This is an optimization exercise on Yosys and OpenROAD, whose aim is small area, not a production implementation.
The RTL was checked by simulation tests, not by an equivalence proof against the original design.
The clock port is modelled as an ideal driver; clocking choices that lean on that would not hold on a real chip.
Power is estimated from default activity; no workload was simulated.

Design b64core, start of the top module:
module b64core (
    input  wire        clk,
    input  wire        rst,
    input  wire        enc_in_valid,
    input  wire [9:0]  enc_in_data,
    output wire        enc_in_ready,
    output wire        enc_out_valid,
    output wire [32:0] enc_out_data,
    input  wire        enc_out_ready,
    output wire        enc_busy,
    input  wire        dec_in_valid,
    input  wire [22:0] dec_in_data,
    output wire        dec_in_ready,
    output wire        dec_out_valid,
    output wire [27:0] dec_out_data,
    input  wire        dec_out_ready,
    output wire        dec_busy
);
Settings: LEC_CHECK=0, CAP_MARGIN=20, CORE_MARGIN=2, CORE_UTILIZATION=40, SLEW_MARGIN=20, BUFFER_PORTS_ARGS=-buffer_cell sky130_fd_sc_hd__buf_1, CTS_ARGS=-sink_clustering_enable -repair_clock_nets -dont_use_dummy_load -buf_list sky130_fd_sc_hd__clkbuf_4 -root_buf sky130_fd_sc_hd__clkbuf_4, POST_CTS_TCL=/design/flow/flow/post_cts.tcl; clock period 5.0 ns.
standard.sh (not shown) runs the stock make flow with config.mk's settings and CLKGATE_MAP_FILE= SYNTH_SCRIPT=/design/flow/synth_recipe.tcl, a recipe that flattens the netlist after the stock synthesis.
==> flow/flow/run.sh <==
#!/bin/bash
# Own layout flow: the standard layout (standard.sh) with
#  - the standard synthesis script, but ABC run with an area-oriented script
#    (flow/area.script) and adders left to ABC instead of the adder cells;
#  - port buffers of the smallest buffer cell;
#  - a clock tree of small clock buffers without dummy loads, each clock
#    buffer then sized to the smallest that keeps its loads' slew low
#    (flow/post_cts.tcl).
# Each tool's output goes to a log file in the work folder.
set -euo pipefail
W=$(pwd)
cat > "$W/own_synth.tcl" <<EOF
proc abc {args} {
  set i [lsearch -exact \$args -script]
  if {\$i >= 0} { lset args [expr {\$i+1}] $W/flow/area.script }
  yosys abc {*}\$args
}
source $W/synth_recipe.tcl
EOF
cat >> config.mk <<'EOF'
export BUFFER_PORTS_ARGS = -buffer_cell sky130_fd_sc_hd__buf_1
export CTS_ARGS = -sink_clustering_enable -repair_clock_nets -dont_use_dummy_load -buf_list sky130_fd_sc_hd__clkbuf_4 -root_buf sky130_fd_sc_hd__clkbuf_4
EOF
echo "export POST_CTS_TCL = $W/flow/post_cts.tcl" >> config.mk
bash standard.sh SYNTH_SCRIPT="$W/own_synth.tcl" ADDER_MAP_FILE= finish > standard.log 2>&1
==> flow/flow/post_cts.tcl <==
# After CTS: size each clock buffer to the smallest clock buffer whose loads
# see an estimated slew below a target, leaves first, then legalize.
set ::clk_sizes {sky130_fd_sc_hd__clkbuf_1 sky130_fd_sc_hd__clkbuf_2 sky130_fd_sc_hd__clkbuf_4 sky130_fd_sc_hd__clkbuf_8 sky130_fd_sc_hd__clkbuf_16}
set ::clk_slew_target 0.100

proc clk_load_slew { inst } {
  set out [get_pins -of_objects $inst -filter "direction == output"]
  set worst 0
  foreach p [get_pins -of_objects [get_nets -of_objects $out] -filter "direction == input"] {
    set s [get_property $p slew_max]
    if { $s > $worst } { set worst $s }
  }
  return $worst
}

proc clk_is_leaf { inst } {
  set out [get_pins -of_objects $inst -filter "direction == output"]
  foreach p [get_pins -of_objects [get_nets -of_objects $out] -filter "direction == input"] {
    if { [string match *clkbuf* [get_property [get_cells -of_objects $p] ref_name]] } { return 0 }
  }
  return 1
}

proc clk_size { inst } {
  set clk_sizes $::clk_sizes; set clk_slew_target $::clk_slew_target
  set name [get_property $inst name]
  foreach size $clk_sizes {
    replace_cell $name $size
    estimate_parasitics -placement
    if { [clk_load_slew $inst] < $clk_slew_target } { break }
  }
  puts "clock buffer $name: $size, load slew [clk_load_slew $inst]"
}

set clk_bufs {}
foreach inst [get_cells *] {
  if { [string match sky130_fd_sc_hd__clkbuf_* [get_property $inst ref_name]] } {
    lappend clk_bufs $inst
  }
}
estimate_parasitics -placement
foreach inst $clk_bufs { if { [clk_is_leaf $inst] } { clk_size $inst } }
foreach inst $clk_bufs { if { ![clk_is_leaf $inst] } { clk_size $inst } }
# the root's size changes the leaves' input slew: upsize any leaf left over
foreach inst $clk_bufs {
  set i [lsearch $::clk_sizes [get_property $inst ref_name]]
  while { [clk_load_slew $inst] >= $::clk_slew_target && $i < [llength $::clk_sizes] - 1 } {
    incr i
    replace_cell [get_property $inst name] [lindex $::clk_sizes $i]
    estimate_parasitics -placement
  }
}
detailed_placement
check_placement -verbose
estimate_parasitics -placement
foreach inst $clk_bufs { puts "clock buffer [get_property $inst name]: [get_property $inst ref_name], load slew [clk_load_slew $inst]" }
Other scripts of this flow, unchanged in this note and not shown: flow/flow/area.script
The first run completed with no timing, DRC or antenna violations.
Next try:
--- a/flow/flow/post_cts.tcl
+++ b/flow/flow/post_cts.tcl
@@ -3,3 +3,3 @@
 set ::clk_sizes {sky130_fd_sc_hd__clkbuf_1 sky130_fd_sc_hd__clkbuf_2 sky130_fd_sc_hd__clkbuf_4 sky130_fd_sc_hd__clkbuf_8 sky130_fd_sc_hd__clkbuf_16}
-set ::clk_slew_target 0.100
+set ::clk_slew_target 0.112
 
- CORE_UTILIZATION: 40 -> 72
- PLACE_DENSITY: not set -> 0.85
The new run went through all stages and came out clean. Wire length fell slightly. Non-clock buffer count fell by 1. Combinational power stays flat. Die area fell by well over a third. Cell area fell slightly. Power fell by a few percent. Global-route usage rose by 14 points. Synthesized area is unchanged. Fmax fell slightly. Setup slack is worse by 0.041 ns. Hold slack is worse by 0.0084 ns.
Next try:
- CORE_UTILIZATION: 72 -> 80
- PLACE_DENSITY: 0.85 -> 0.9
What happened:
- With this change the flow stopped in global placement, error GPL-0301
- area after synthesis stays the same
- synthesized cell count does not change
Next try:
- CORE_UTILIZATION: 80 -> 40
- PLACE_DENSITY: 0.9 -> not set
Now the flow ran to the end with no violations.
Synthesized area does not change.
Synthesized cell count is unchanged.


b64core, a different RTL version from the one above (not shown whole).
For scale: about 61 flip-flops, ~110 I/O pins, roughly 0.0030 sq mm of cells after synthesis.
## b64core
module b64core (
    input  wire        clk,
    input  wire        rst,
    input  wire        enc_in_valid,
    input  wire [9:0]  enc_in_data,
    output wire        enc_in_ready,
    output wire        enc_out_valid,
    output wire [32:0] enc_out_data,
    input  wire        enc_out_ready,
    output wire        enc_busy,
    input  wire        dec_in_valid,
    input  wire [22:0] dec_in_data,
    output wire        dec_in_ready,
    output wire        dec_out_valid,
    output wire [27:0] dec_out_data,
    input  wire        dec_out_ready,
    output wire        dec_busy
);
==> flow/config.mk <==
export PLATFORM = sky130hd
export DESIGN_NAME = b64core
export DESIGN_NICKNAME = b64core
export VERILOG_FILES = /design/flow/design.v
export SDC_FILE = /design/flow/constraint.sdc
export NUM_CORES = 4
export LEC_CHECK = 0
export CAP_MARGIN = 20
export CORE_MARGIN = 2
export CORE_UTILIZATION = 65
export PLACE_DENSITY = 0.8
export SETUP_SLACK_MARGIN = 0.2
export SLEW_MARGIN = 20
export BUFFER_PORTS_ARGS = -buffer_cell sky130_fd_sc_hd__buf_1
export CTS_ARGS = -sink_clustering_enable -repair_clock_nets -dont_use_dummy_load -buf_list sky130_fd_sc_hd__clkbuf_4 -root_buf sky130_fd_sc_hd__clkbuf_4
export POST_CTS_TCL = /design/flow/flow/post_cts.tcl
==> flow/constraint.sdc <==
create_clock -name core_clock -period 5.0 [get_ports {clk}]
set_input_delay 1.0000 -clock core_clock [delete_from_list [all_inputs] [get_ports {clk}]]
set_output_delay 1.0000 -clock core_clock [all_outputs]
set_load 0.01 [all_outputs]
==> flow/flow/area.script <==
strash
&get -n
&deepsyn -T 30
&put
strash
dch -f
map -a
mfs2
strash
dch -f
amap
==> flow/flow/post_cts.tcl <==
# After CTS: size each clock buffer to the smallest clock buffer whose loads
# see an estimated slew below a target, leaves first, then legalize.
set ::clk_sizes {sky130_fd_sc_hd__clkbuf_1 sky130_fd_sc_hd__clkbuf_2 sky130_fd_sc_hd__clkbuf_4 sky130_fd_sc_hd__clkbuf_8 sky130_fd_sc_hd__clkbuf_16}
set ::clk_slew_target 0.104

proc clk_load_slew { inst } {
  set out [get_pins -of_objects $inst -filter "direction == output"]
  set worst 0
  foreach p [get_pins -of_objects [get_nets -of_objects $out] -filter "direction == input"] {
    set s [get_property $p slew_max]
    if { $s > $worst } { set worst $s }
  }
  return $worst
}

proc clk_is_leaf { inst } {
  set out [get_pins -of_objects $inst -filter "direction == output"]
  foreach p [get_pins -of_objects [get_nets -of_objects $out] -filter "direction == input"] {
    if { [string match *clkbuf* [get_property [get_cells -of_objects $p] ref_name]] } { return 0 }
  }
  return 1
}

proc clk_size { inst } {
  set clk_sizes $::clk_sizes; set clk_slew_target $::clk_slew_target
  set name [get_property $inst name]
  foreach size $clk_sizes {
    replace_cell $name $size
    estimate_parasitics -placement
    if { [clk_load_slew $inst] < $clk_slew_target } { break }
  }
  puts "clock buffer $name: $size, load slew [clk_load_slew $inst]"
}

set clk_bufs {}
foreach inst [get_cells *] {
  if { [string match sky130_fd_sc_hd__clkbuf_* [get_property $inst ref_name]] } {
    lappend clk_bufs $inst
  }
}
estimate_parasitics -placement
foreach inst $clk_bufs { if { [clk_is_leaf $inst] } { clk_size $inst } }
foreach inst $clk_bufs { if { ![clk_is_leaf $inst] } { clk_size $inst } }
# the root's size changes the leaves' input slew: upsize any leaf left over
foreach inst $clk_bufs {
  set i [lsearch $::clk_sizes [get_property $inst ref_name]]
  while { [clk_load_slew $inst] >= $::clk_slew_target && $i < [llength $::clk_sizes] - 1 } {
    incr i
    replace_cell [get_property $inst name] [lindex $::clk_sizes $i]
    estimate_parasitics -placement
  }
}
detailed_placement
check_placement -verbose
estimate_parasitics -placement
foreach inst $clk_bufs { puts "clock buffer [get_property $inst name]: [get_property $inst ref_name], load slew [clk_load_slew $inst]" }
Scripts as last shown in full above: flow/flow/run.sh
Edit:
--- a/flow/flow/post_cts.tcl
+++ b/flow/flow/post_cts.tcl
@@ -4 +4 @@
-set ::clk_slew_target 0.104
+set ::clk_slew_target 0.100
--- a/flow/config.mk
+++ b/flow/config.mk
@@ -10,3 +10 @@
-export CORE_UTILIZATION = 65
-export PLACE_DENSITY = 0.8
-export SETUP_SLACK_MARGIN = 0.2
+export CORE_UTILIZATION = 40
What happened: The new run finished with timing, DRC and antenna clean; sequential share of layout area is lower by 0.54 points; worst setup slack degrades by 90 ps; wire length is lower by 0.55%; worst hold slack degrades by 7.4 ps; first-iteration DRC count is lower by 36%; final cell count is higher by 8.8%; global-route usage is lower by 11 points; clock power is higher by about 7%; critical path depth is higher by 1; core utilization is lower by 31 points.


Setup of the previous run:
b64core, a different RTL version from the one above (not shown whole).
Size in the first run: ~360 cells after synthesis, roughly 110 I/O pins.
Settings: LEC_CHECK=0, CAP_MARGIN=20, CORE_MARGIN=2, CORE_UTILIZATION=40, SLEW_MARGIN=20, BUFFER_PORTS_ARGS=-buffer_cell sky130_fd_sc_hd__buf_1, CTS_ARGS=-sink_clustering_enable -repair_clock_nets -dont_use_dummy_load -buf_list sky130_fd_sc_hd__clkbuf_4 -root_buf sky130_fd_sc_hd__clkbuf_4; clock period 5.0 ns.
==> flow/flow/run.sh <==
#!/bin/bash
# Own layout flow: the standard layout (standard.sh) with
#  - the standard synthesis script, but ABC run with an area-oriented script
#    (flow/area.script) and adders left to ABC instead of the adder cells;
#  - port buffers of the smallest buffer cell;
#  - a clock tree of small clock buffers without dummy loads.
# Each tool's output goes to a log file in the work folder.
set -euo pipefail
W=$(pwd)
cat > "$W/own_synth.tcl" <<EOF
proc abc {args} {
  set i [lsearch -exact \$args -script]
  if {\$i >= 0} { lset args [expr {\$i+1}] $W/flow/area.script }
  yosys abc {*}\$args
}
source $W/synth_recipe.tcl
EOF
cat >> config.mk <<'EOF'
export BUFFER_PORTS_ARGS = -buffer_cell sky130_fd_sc_hd__buf_1
export CTS_ARGS = -sink_clustering_enable -repair_clock_nets -dont_use_dummy_load -buf_list sky130_fd_sc_hd__clkbuf_4 -root_buf sky130_fd_sc_hd__clkbuf_4
EOF
bash standard.sh SYNTH_SCRIPT="$W/own_synth.tcl" ADDER_MAP_FILE= finish > standard.log 2>&1
==> flow/flow/area.script <==
strash
&get -n
&deepsyn -T 60
&put
strash
dch -f
amap
Inputs modified between the previous run and the current run:
- clearing CTS_ARGS, which used to be -sink_clustering_enable -repair_clock_nets -dont_use_dummy_load -buf_list sky130_fd_sc_hd__clkbuf_4 -root_buf sky130_fd_sc_hd__clkbuf_4
- clearing BUFFER_PORTS_ARGS, which used to be -buffer_cell sky130_fd_sc_hd__buf_1
==> flow/run.sh (new file) <==
#!/bin/bash
# synth_recipe.tcl (not shown) runs the flow's synth.tcl, then flattens the netlist and writes it again
# the make line also repeats each setting of config.mk as NAME=value (left out here)
make -C /OpenROAD-flow-scripts/flow DESIGN_CONFIG=/design/flow/config.mk WORK_HOME=/design/flow/orfs CLKGATE_MAP_FILE= SYNTH_SCRIPT=/design/flow/synth_recipe.tcl finish
removed: flow/flow/run.sh
removed: flow/flow/area.script
removed: flow/standard.sh
==> comparison <==
Lower cell area power density was reported by the current run, not the previous run. The number of cells produced by synthesis of the current run is higher than that of the previous run. Compared to the previous run, the current run shows a narrower setup margin. The post-route cell area in the current run was higher than what the previous run gave. The current run reports a lower worst-skew pair later-pin latency than the previous run does. Side by side, adder-cell area share of the yosys netlist turned out higher in the current run than in the previous run. In the current run, the utilization came out 6.3 points above the value in the previous run. From the previous run to the current run the numbers moved as follows: number of rows created at floorplan up about 9%; slack of the worst reg-to-reg path up 0.16 ns; non-clock buffer count up about 2%; sequential portion of the cell area down 12 points.


Setup of pepper:
b64core, a different RTL version from the one above (not shown whole).
Size in the first run: roughly 320 cells after synthesis, ~0.0026 mm² of cells after synthesis.
==> flow/config.mk <==
export PLATFORM = sky130hd
export DESIGN_NAME = b64core
export DESIGN_NICKNAME = b64core
export VERILOG_FILES = /design/flow/design.v
export SDC_FILE = /design/flow/constraint.sdc
export NUM_CORES = 4
export LEC_CHECK = 0
export CAP_MARGIN = 20
export CORE_MARGIN = 2
export CORE_UTILIZATION = 65
export PLACE_DENSITY = 0.8
export SETUP_SLACK_MARGIN = 0.1
export SLEW_MARGIN = 20
export BUFFER_PORTS_ARGS = -buffer_cell sky130_fd_sc_hd__buf_1
export CTS_ARGS = -sink_clustering_enable -repair_clock_nets -dont_use_dummy_load -buf_list sky130_fd_sc_hd__clkbuf_4 -root_buf sky130_fd_sc_hd__clkbuf_4
export POST_CTS_TCL = /design/flow/flow/post_cts.tcl
==> flow/constraint.sdc <==
create_clock -name core_clock -period 5.0 [get_ports {clk}]
set_input_delay 1.0000 -clock core_clock [delete_from_list [all_inputs] [get_ports {clk}]]
set_output_delay 1.0000 -clock core_clock [all_outputs]
set_load 0.01 [all_outputs]
==> flow/flow/run.sh <==
#!/bin/bash
# Own layout flow: the standard layout (standard.sh) with
#  - the standard synthesis script, but ABC run with an area-oriented script
#    (flow/area.script) and adders left to ABC instead of the adder cells;
#  - port buffers of the smallest buffer cell;
#  - a clock tree of small clock buffers without dummy loads, each clock
#    buffer then sized to the smallest that keeps its loads' slew low
#    (flow/post_cts.tcl).
# Each tool's output goes to a log file in the work folder.
set -euo pipefail
W=$(pwd)
cat > "$W/own_synth.tcl" <<EOF
proc abc {args} {
  set i [lsearch -exact \$args -script]
  if {\$i >= 0} { lset args [expr {\$i+1}] $W/flow/area.script }
  yosys abc {*}\$args
}
source $W/synth_recipe.tcl
EOF
cat >> config.mk <<'EOF'
export BUFFER_PORTS_ARGS = -buffer_cell sky130_fd_sc_hd__buf_1
export CTS_ARGS = -sink_clustering_enable -repair_clock_nets -dont_use_dummy_load -buf_list sky130_fd_sc_hd__clkbuf_4 -root_buf sky130_fd_sc_hd__clkbuf_4
EOF
echo "export POST_CTS_TCL = $W/flow/post_cts.tcl" >> config.mk
bash standard.sh SYNTH_SCRIPT="$W/own_synth.tcl" ADDER_MAP_FILE= finish > standard.log 2>&1
==> flow/flow/area.script <==
strash
&get -n
&deepsyn -T 30
&put
strash
dch -f
map -a
mfs2
strash
dch -f
amap
==> flow/flow/post_cts.tcl <==
# After CTS: size each clock buffer to the smallest clock buffer whose loads
# see an estimated slew below a target, leaves first, then legalize.
set ::clk_sizes {sky130_fd_sc_hd__clkbuf_1 sky130_fd_sc_hd__clkbuf_2 sky130_fd_sc_hd__clkbuf_4 sky130_fd_sc_hd__clkbuf_8 sky130_fd_sc_hd__clkbuf_16}
set ::clk_slew_target 0.104

proc clk_load_slew { inst } {
  set out [get_pins -of_objects $inst -filter "direction == output"]
  set worst 0
  foreach p [get_pins -of_objects [get_nets -of_objects $out] -filter "direction == input"] {
    set s [get_property $p slew_max]
    if { $s > $worst } { set worst $s }
  }
  return $worst
}

proc clk_is_leaf { inst } {
  set out [get_pins -of_objects $inst -filter "direction == output"]
  foreach p [get_pins -of_objects [get_nets -of_objects $out] -filter "direction == input"] {
    if { [string match *clkbuf* [get_property [get_cells -of_objects $p] ref_name]] } { return 0 }
  }
  return 1
}

proc clk_size { inst } {
  set clk_sizes $::clk_sizes; set clk_slew_target $::clk_slew_target
  set name [get_property $inst name]
  foreach size $clk_sizes {
    replace_cell $name $size
    estimate_parasitics -placement
    if { [clk_load_slew $inst] < $clk_slew_target } { break }
  }
  puts "clock buffer $name: $size, load slew [clk_load_slew $inst]"
}

set clk_bufs {}
foreach inst [get_cells *] {
  if { [string match sky130_fd_sc_hd__clkbuf_* [get_property $inst ref_name]] } {
    lappend clk_bufs $inst
  }
}
estimate_parasitics -placement
foreach inst $clk_bufs { if { [clk_is_leaf $inst] } { clk_size $inst } }
foreach inst $clk_bufs { if { ![clk_is_leaf $inst] } { clk_size $inst } }
# the root's size changes the leaves' input slew: upsize any leaf left over
foreach inst $clk_bufs {
  set i [lsearch $::clk_sizes [get_property $inst ref_name]]
  while { [clk_load_slew $inst] >= $::clk_slew_target && $i < [llength $::clk_sizes] - 1 } {
    incr i
    replace_cell [get_property $inst name] [lindex $::clk_sizes $i]
    estimate_parasitics -placement
  }
}
detailed_placement
check_placement -verbose
estimate_parasitics -placement
foreach inst $clk_bufs { puts "clock buffer [get_property $inst name]: [get_property $inst ref_name], load slew [clk_load_slew $inst]" }
[inputs] ember vs pepper
-- flow/flow/post_cts.tcl --
<<< pepper, line 2
# see an estimated slew below a target, leaves first, then legalize.
set ::clk_sizes {sky130_fd_sc_hd__clkbuf_1 sky130_fd_sc_hd__clkbuf_2 sky130_fd_sc_hd__clkbuf_4 sky130_fd_sc_hd__clkbuf_8 sky130_fd_sc_hd__clkbuf_16}
set ::clk_slew_target 0.104

proc clk_load_slew { inst } {
>>> ember, line 2
# see an estimated slew below a target, leaves first, then legalize.
set ::clk_sizes {sky130_fd_sc_hd__clkbuf_1 sky130_fd_sc_hd__clkbuf_2 sky130_fd_sc_hd__clkbuf_4 sky130_fd_sc_hd__clkbuf_8 sky130_fd_sc_hd__clkbuf_16}
set ::clk_slew_target 0.112

proc clk_load_slew { inst } {
-- flow/config.mk --
<<< pepper, line 10
export CORE_UTILIZATION = 65
export PLACE_DENSITY = 0.8
export SETUP_SLACK_MARGIN = 0.1
export SLEW_MARGIN = 20
export BUFFER_PORTS_ARGS = -buffer_cell sky130_fd_sc_hd__buf_1
>>> ember, line 10
export CORE_UTILIZATION = 65
export PLACE_DENSITY = 0.8
export SETUP_SLACK_MARGIN = 0.2
export SLEW_MARGIN = 20
export BUFFER_PORTS_ARGS = -buffer_cell sky130_fd_sc_hd__buf_1
[ember] worst-margin pin slew fell 0.012 ns relative to pepper
pepper → ember: routed length per placed instance +about 0.5%; total vias in the final route saw a decrease.
Summary of the comparison: worst hold slack is higher in ember, relative to pepper.
| overall die area | ember vs pepper | ≈ equal |
Between ember and pepper, the area of all placed cells without fillers does not differ in any meaningful way.
Status: sum of met2 wire segment lengths after detailed routing parity (ember, pepper)
Comparing pepper and ember, the higher buffering stage count on the worst path with inverters included was measured on pepper.
### ember -> juniper
-- flow/flow/post_cts.tcl --
<<< ember, line 2
# see an estimated slew below a target, leaves first, then legalize.
set ::clk_sizes {sky130_fd_sc_hd__clkbuf_1 sky130_fd_sc_hd__clkbuf_2 sky130_fd_sc_hd__clkbuf_4 sky130_fd_sc_hd__clkbuf_8 sky130_fd_sc_hd__clkbuf_16}
set ::clk_slew_target 0.112

proc clk_load_slew { inst } {
>>> juniper, line 2
# see an estimated slew below a target, leaves first, then legalize.
set ::clk_sizes {sky130_fd_sc_hd__clkbuf_1 sky130_fd_sc_hd__clkbuf_2 sky130_fd_sc_hd__clkbuf_4 sky130_fd_sc_hd__clkbuf_8 sky130_fd_sc_hd__clkbuf_16}
set ::clk_slew_target 0.104

proc clk_load_slew { inst } {
==> notes.md <==
juniper ended with every stage complete and zero timing, DRC or antenna violations. juniper -> ember: number of flops mapped to enable cells by yosys delta 0, exact match. Summary of juniper over ember: number of vias per cell did not really move; via count did not really move; clock network power share went up; clock distribution area overhead in the final layout went up. Looking at juniper and ember, the clock period minus final worst setup slack is a wash. There was hardly any difference in sequential share of layout area between ember and juniper. Summary of juniper over ember: effective utilization at floorplan stayed essentially flat, maximum clock frequency saw little to no change. In juniper the layout-stage area growth over the synthesis result turned out 0.24 points higher than in ember.
Changes in willow relative to juniper:
==> flow/flow/area.script <==
strash
&get -n
&deepsyn -T 30
&put
strash
dch -f
amap
mfs2
strash
dch -f
amap
mfs2
strash
dch -f
amap
Notes after the runs:
Die outline height across willow and juniper: no real change.
Going from juniper to willow, peak clock frequency supported by timing +1.4%, area after synthesis -about 0.6%, combinational share of power -0.4 points.

-- separate check: timing with driven ports --
Ports are ideal in the flow. The routed layouts listed here were re-timed in OpenROAD.
Step 1 assumes that a clkbuf_16 drives the clock port and a buf_2 every other input.
Step 2 also shifts input and output timing later by t, the mid clock arrival at the registers, as if the neighbouring blocks saw the same clock.
Slacks: no drivers / after step 1 / after step 2; pairs: no drivers / after step 1.
run | t, ns | setup WS [ns] | clock arrival spread, ns | cell pins on the clock port's net
the first run of note 1 | 0.351 | 0.462 / 0.436 / 0.652 | 0.010 / 0.009 | 1
the second run of note 1 | 0.352 | 0.421 / 0.397 / 0.436 | 0.032 / 0.032 | 1
the fourth run of note 1 | 0.351 | 0.462 / 0.436 / 0.652 | 0.010 / 0.009 | 1
the first run of note 2 | 0.339 | 0.543 / 0.516 / 0.583 | 0.039 / 0.039 | 1
the second run of note 2 | 0.345 | 0.453 / 0.424 / 0.549 | 0.024 / 0.024 | 1
the previous run | 0.398 | 0.560 / 0.533 / 0.931 | 0.024 / 0.024 | 1
the current run | 0.350 | 0.423 / 0.392 / 0.743 | 0.007 / 0.007 | 1
pepper | 0.368 | 0.426 / 0.400 / 0.400 | 0.025 / 0.025 | 1
ember | 0.372 | 0.442 / 0.418 / 0.418 | 0.037 / 0.036 | 1
juniper | 0.368 | 0.445 / 0.421 / 0.421 | 0.029 / 0.029 | 1
willow | 0.328 | 0.509 / 0.485 / 0.485 | 0.032 / 0.031 | 1
After both steps setup and hold are still met in every run listed. The setup slack of pepper, which loses most, moves by -0.026 ns with the drivers and by -0.026 ns with both steps.
